What follows belongs to an exercise in optimizing a design on an open flow for small area; a production flow would make more cautious choices.
In this exercise RTL edits were held to simulation tests only and were not proved equivalent to the original.
No activity file was given, so power comes from the tool's default toggle rates. No driver is modelled on the clock port, so clocking that relies on it looks cheaper here than on a real chip.

// e1_realign
module e1_realign (
    input  wire        clk,
    input  wire        rst,         
    input  wire        set_valid,   
    input  wire [15:0] set_nbits,
    input  wire        in_valid,
    input  wire [7:0]  in_byte,
    output reg         out_valid,
    output reg  [7:0]  out_byte
);
    reg [7:0]   offset;             
    reg [4:0]   zl;                 
    wire clr = rst | set_valid;
    reg  [3:0]  c4;                 
    reg  [1:0]  c2_n;               
    reg         c1;                 
    wire [7:0]  u4_n, u2, u1_n;
    e1_realign_muxi8 m_u4 (.s(offset[2]), .a(in_byte), .b({c4,   in_byte[7:4]}), .y(u4_n));
    e1_realign_muxi8 m_u2 (.s(offset[1]), .a(u4_n),    .b({c2_n, u4_n[7:2]}),    .y(u2));
    e1_realign_muxi8 m_u1 (.s(offset[0]), .a(u2),      .b({c1,   u2[7:1]}),      .y(u1_n));
    reg  [127:0] s16_n;             
    reg  [63:0]  s8;                
    reg  [31:0]  s4_n;              
    reg  [15:0]  s2;                
    reg  [7:0]   s1_n;              
    wire [7:0]  v16, v8_n, v4, v2_n, v1;
    e1_realign_muxi8 m_v16 (.s(offset[7]), .a(u1_n), .b(s16_n[127:120]), .y(v16));
    e1_realign_muxi8 m_v8  (.s(offset[6]), .a(v16),  .b(s8[63:56]),      .y(v8_n));
    e1_realign_muxi8 m_v4  (.s(offset[5]), .a(v8_n), .b(s4_n[31:24]),    .y(v4));
    e1_realign_muxi8 m_v2  (.s(offset[4]), .a(v4),   .b(s2[15:8]),       .y(v2_n));
    e1_realign_muxi8 m_v1  (.s(offset[3]), .a(v2_n), .b(s1_n),           .y(v1));
    always @(posedge clk) begin
        out_valid <= in_valid & ~rst & ~set_valid;
        out_byte  <= (zl != 5'd0) ? 8'd0 : v1;
        if (in_valid) begin
            s16_n <= {s16_n[119:0], u1_n};
            s8    <= {s8[55:0],     v16};
            s4_n  <= {s4_n[23:0],   v8_n};
  ...
export LEC_CHECK = 0
export CAP_MARGIN = 10
export CORE_MARGIN = 2
export CORE_UTILIZATION = 55
export SLEW_MARGIN = 10
export SYNTH_HIERARCHICAL = 1
export SYNTH_MINIMUM_KEEP_SIZE = 0
create_clock -name core_clock -period 10.0 [get_ports {clk}]
standard.sh (not shown) runs the stock make flow with config.mk's settings and CLKGATE_MAP_FILE= SYNTH_SCRIPT=/design/flow/synth_recipe.tcl, a recipe that flattens the netlist after the stock synthesis.
==> flow/flow/run.sh <==
#!/bin/bash
# The standard layout (the standard.sh) with these changes:
#  - ports are buffered with the smallest buffer, sky130_fd_sc_hd__buf_1;
#  - after the placement resizer, logic gates are set to their smallest
#    drive strength (flow/downsize.tcl);
#  - clock tree synthesis uses sky130_fd_sc_hd__clkbuf_16 leaf buffers for
#    clusters of up to 35 flip-flops, small sky130_fd_sc_hd__clkbuf_2 buffers
#    above them, and adds no dummy loads.
# Synthesis, floorplan, power grid, placement and routing are the standard ones.
# The make output goes to standard_make.log; each ORFS step keeps its own log
# under orfs/logs/.
set -euo pipefail
export BUFFER_PORTS_ARGS="-buffer_cell sky130_fd_sc_hd__buf_1"
export POST_RESIZE_TCL="$PWD/flow/downsize.tcl"
export CTS_ARGS="-sink_clustering_enable -repair_clock_nets -dont_use_dummy_load -buf_list {sky130_fd_sc_hd__clkbuf_16} -sink_clustering_size 35 -sink_clustering_max_diameter 100 -root_buf sky130_fd_sc_hd__clkbuf_2 -tree_buf sky130_fd_sc_hd__clkbuf_2"
bash standard.sh finish > standard_make.log 2>&1
==> flow/flow/downsize.tcl <==
# Sourced by ORFS after the placement resizer (POST_RESIZE_TCL).
# Synthesis maps some logic gates at more than the smallest drive strength.
# The design has several ns of setup slack, so every combinational gate that
# is not a buffer is set to the smallest drive strength of its own function;
# repair_design then fixes any slew or capacitance violation this causes.
# Flip-flops, buffers and clock cells are left as they are.
set n 0
foreach inst [get_cells *] {
  set m [get_property $inst ref_name]
  if { ![regexp {^(sky130_fd_sc_hd__\w+)_(2|4|6|8|12|16)$} $m -> base drv] } {
    continue
  }
  if { [string match *buf* $m] || [string match *df* $m] || [string match *clk* $m] } {
    continue
  }
  foreach d {0 1} {
    set lc [get_lib_cells -quiet ${base}_$d]
    if { [llength $lc] } {
      puts "downsize [get_full_name $inst]: $m -> ${base}_$d"
      replace_cell $inst $lc
      incr n
      break
    }
  }
}
puts "downsized $n instances"
estimate_parasitics -placement
repair_design
==> next run, changes <==
==> flow/flow/run.sh (replaced) <==
#!/bin/bash
# The standard layout (the standard.sh) with two changes:
#  - ports are buffered with the smallest buffer, sky130_fd_sc_hd__buf_1;
#  - clock tree synthesis builds the tree from small clock buffers and adds
#    no dummy loads.
# Synthesis, floorplan, power grid, placement and routing are the standard ones.
set -euo pipefail
export BUFFER_PORTS_ARGS="-buffer_cell sky130_fd_sc_hd__buf_1"
export CTS_ARGS="-sink_clustering_enable -repair_clock_nets -dont_use_dummy_load -buf_list {sky130_fd_sc_hd__clkbuf_16} -sink_clustering_size 35 -sink_clustering_max_diameter 100 -root_buf sky130_fd_sc_hd__clkbuf_4 -tree_buf sky130_fd_sc_hd__clkbuf_4"
bash standard.sh finish > standard_make.log 2>&1
Settings changed: CAP_MARGIN 10 to 20, CORE_UTILIZATION 55 to 70, SLEW_MARGIN 10 to 20.
removed: flow/flow/downsize.tcl
Wire length fell by about 5%; sequential power stays flat; design area shrinks by 0.36%; final cell count came out lower by 7.4%; setup slack gets worse by 0.15 ns; utilization came out higher by 17 points; sequential cell count stays the same; global-route usage rises by 2.5 points.
==> next run, changes <==
==> flow/flow/run.sh (replaced) <==
#!/bin/bash
# The standard layout (the standard.sh) with these changes:
#  - ports are buffered with the smallest buffer, sky130_fd_sc_hd__buf_1;
#  - after the placement resizer, logic gates are set to their smallest
#    drive strength (flow/downsize.tcl);
#  - clock tree synthesis uses sky130_fd_sc_hd__clkbuf_16 leaf buffers for
#    clusters of up to 35 flip-flops, small sky130_fd_sc_hd__clkbuf_4 buffers
#    above them, and adds no dummy loads.
# Synthesis, floorplan, power grid, placement and routing are the standard ones.
# The make output goes to standard_make.log; each ORFS step keeps its own log
# under orfs/logs/.
set -euo pipefail
export BUFFER_PORTS_ARGS="-buffer_cell sky130_fd_sc_hd__buf_1"
export POST_RESIZE_TCL="$PWD/flow/downsize.tcl"
export CTS_ARGS="-sink_clustering_enable -repair_clock_nets -dont_use_dummy_load -buf_list {sky130_fd_sc_hd__clkbuf_16} -sink_clustering_size 35 -sink_clustering_max_diameter 80 -root_buf sky130_fd_sc_hd__clkbuf_4 -tree_buf sky130_fd_sc_hd__clkbuf_4"
bash standard.sh finish > standard_make.log 2>&1
==> flow/flow/downsize.tcl (new file) <==
# Sourced by ORFS after the placement resizer (POST_RESIZE_TCL).
# Synthesis maps some logic gates at more than the smallest drive strength.
# The design has several ns of setup slack, so every combinational gate that
# is not a buffer is set to the smallest drive strength of its own function;
# repair_design then fixes any slew or capacitance violation this causes.
# Flip-flops, buffers and clock cells are left as they are.
set n 0
foreach inst [get_cells *] {
  set m [get_property $inst ref_name]
  if { ![regexp {^(sky130_fd_sc_hd__\w+)_(2|4|6|8|12|16)$} $m -> base drv] } {
    continue
  }
  if { [string match *buf* $m] || [string match *df* $m] || [string match *clk* $m] } {
    continue
  }
  foreach d {0 1} {
    set lc [get_lib_cells -quiet ${base}_$d]
    if { [llength $lc] } {
      puts "downsize [get_full_name $inst]: $m -> ${base}_$d"
      replace_cell $inst $lc
      incr n
      break
    }
  }
}
puts "downsized $n instances"
estimate_parasitics -placement
repair_design
Settings changed: CAP_MARGIN 20 to 10, CORE_UTILIZATION 70 to 55, SLEW_MARGIN 20 to 10.
=>
- setup slack is better by 0.020 ns
- cell area came out higher by about 1%
- power came out higher by about 2.7%
- synthesized cell count stays the same
- core utilization goes down by 17 points
- final cell count climbs by about 8%
- sequential cell count does not change
==> next run, changes <==
==> flow/flow/run.sh (replaced) <==
#!/bin/bash
# The standard layout (the standard.sh) with two changes:
#  - ports are buffered with the smallest buffer, sky130_fd_sc_hd__buf_1;
#  - clock tree synthesis builds the tree from small clock buffers and adds
#    no dummy loads.
# Synthesis, floorplan, power grid, placement and routing are the standard ones.
set -euo pipefail
export BUFFER_PORTS_ARGS="-buffer_cell sky130_fd_sc_hd__buf_1"
export CTS_ARGS="-sink_clustering_enable -repair_clock_nets -dont_use_dummy_load -buf_list {sky130_fd_sc_hd__clkbuf_16} -sink_clustering_size 35 -sink_clustering_max_diameter 100 -root_buf sky130_fd_sc_hd__clkbuf_4 -tree_buf sky130_fd_sc_hd__clkbuf_4"
bash standard.sh finish > standard_make.log 2>&1
removed: flow/flow/downsize.tcl
- combinational power goes up slightly
- cell area goes down slightly
- area after synthesis does not change
- clock power goes down by a little under a tenth
- cell count is about the same
- total power goes down by a few percent
- utilization goes down by 0.21 points
==> next run, changes <==
Settings changed: CAP_MARGIN 10 to 20, SLEW_MARGIN 10 to 20.
=> Maximum frequency fell by 0.65%; worst hold slack gets worse by 0.0060 ns; non-clock buffer count stays the same; worst setup slack gets worse by 0.022 ns; global-route usage is about the same.
==> next run, changes <==
--- a/flow/flow/run.sh
+++ b/flow/flow/run.sh
@@ -9 +9 @@
-export CTS_ARGS="-sink_clustering_enable -repair_clock_nets -dont_use_dummy_load -buf_list {sky130_fd_sc_hd__clkbuf_16} -sink_clustering_size 35 -sink_clustering_max_diameter 100 -root_buf sky130_fd_sc_hd__clkbuf_4 -tree_buf sky130_fd_sc_hd__clkbuf_4"
+export CTS_ARGS="-sink_clustering_enable -repair_clock_nets -dont_use_dummy_load -buf_list {sky130_fd_sc_hd__clkbuf_16} -sink_clustering_size 35 -sink_clustering_max_diameter 100 -root_buf sky130_fd_sc_hd__clkbuf_2 -tree_buf sky130_fd_sc_hd__clkbuf_2"
Result:
- global-route usage barely changes
- sequential power hardly moves
- fmax increases by 2.4%
- hold slack stays flat
- worst setup slack is better by 0.079 ns
- clock skew stays flat
- design area barely changes

-- re-timing with driven ports --
In the flow no input, the clock included, has a driving cell. The finished layouts below were timed again as built, in two steps.
Step 1: set_driving_cell puts a clkbuf_16 on clk and a buf_2 on each other input, an assumption about the parent block.
Step 2 moves the port delays by t, midway between the first and last clock arrival at a register: inputs arrive t later, outputs are due t later. That takes back most of the time a late clock gives input paths.
Slacks: ideal ports / drivers / drivers and shift; pairs: ideal ports / drivers.
| run | t (ns) | setup WS [ns] | worst setup path after step 2 | worst slew at a driven data input, ns |
|---|---|---|---|---|
| the first run | 0.706 | 6.748 / 6.764 / 6.058 | input to register | 0.04 |
| the second run | 0.599 | 6.598 / 6.596 / 5.996 | input to register | 0.06 |
| the third run | 0.631 | 6.618 / 6.635 / 6.003 | input to register | 0.04 |
| the fourth run | 0.598 | 6.627 / 6.640 / 6.042 | input to register | 0.04 |
| the fifth run | 0.595 | 6.605 / 6.621 / 6.027 | input to register | 0.04 |
| the sixth run | 0.673 | 6.684 / 6.698 / 6.025 | input to register | 0.04 |
After both steps every run listed still meets setup and hold. The setup slack of the first run, which loses most, moves by +0.016 ns with the drivers and by -0.690 ns with both steps.
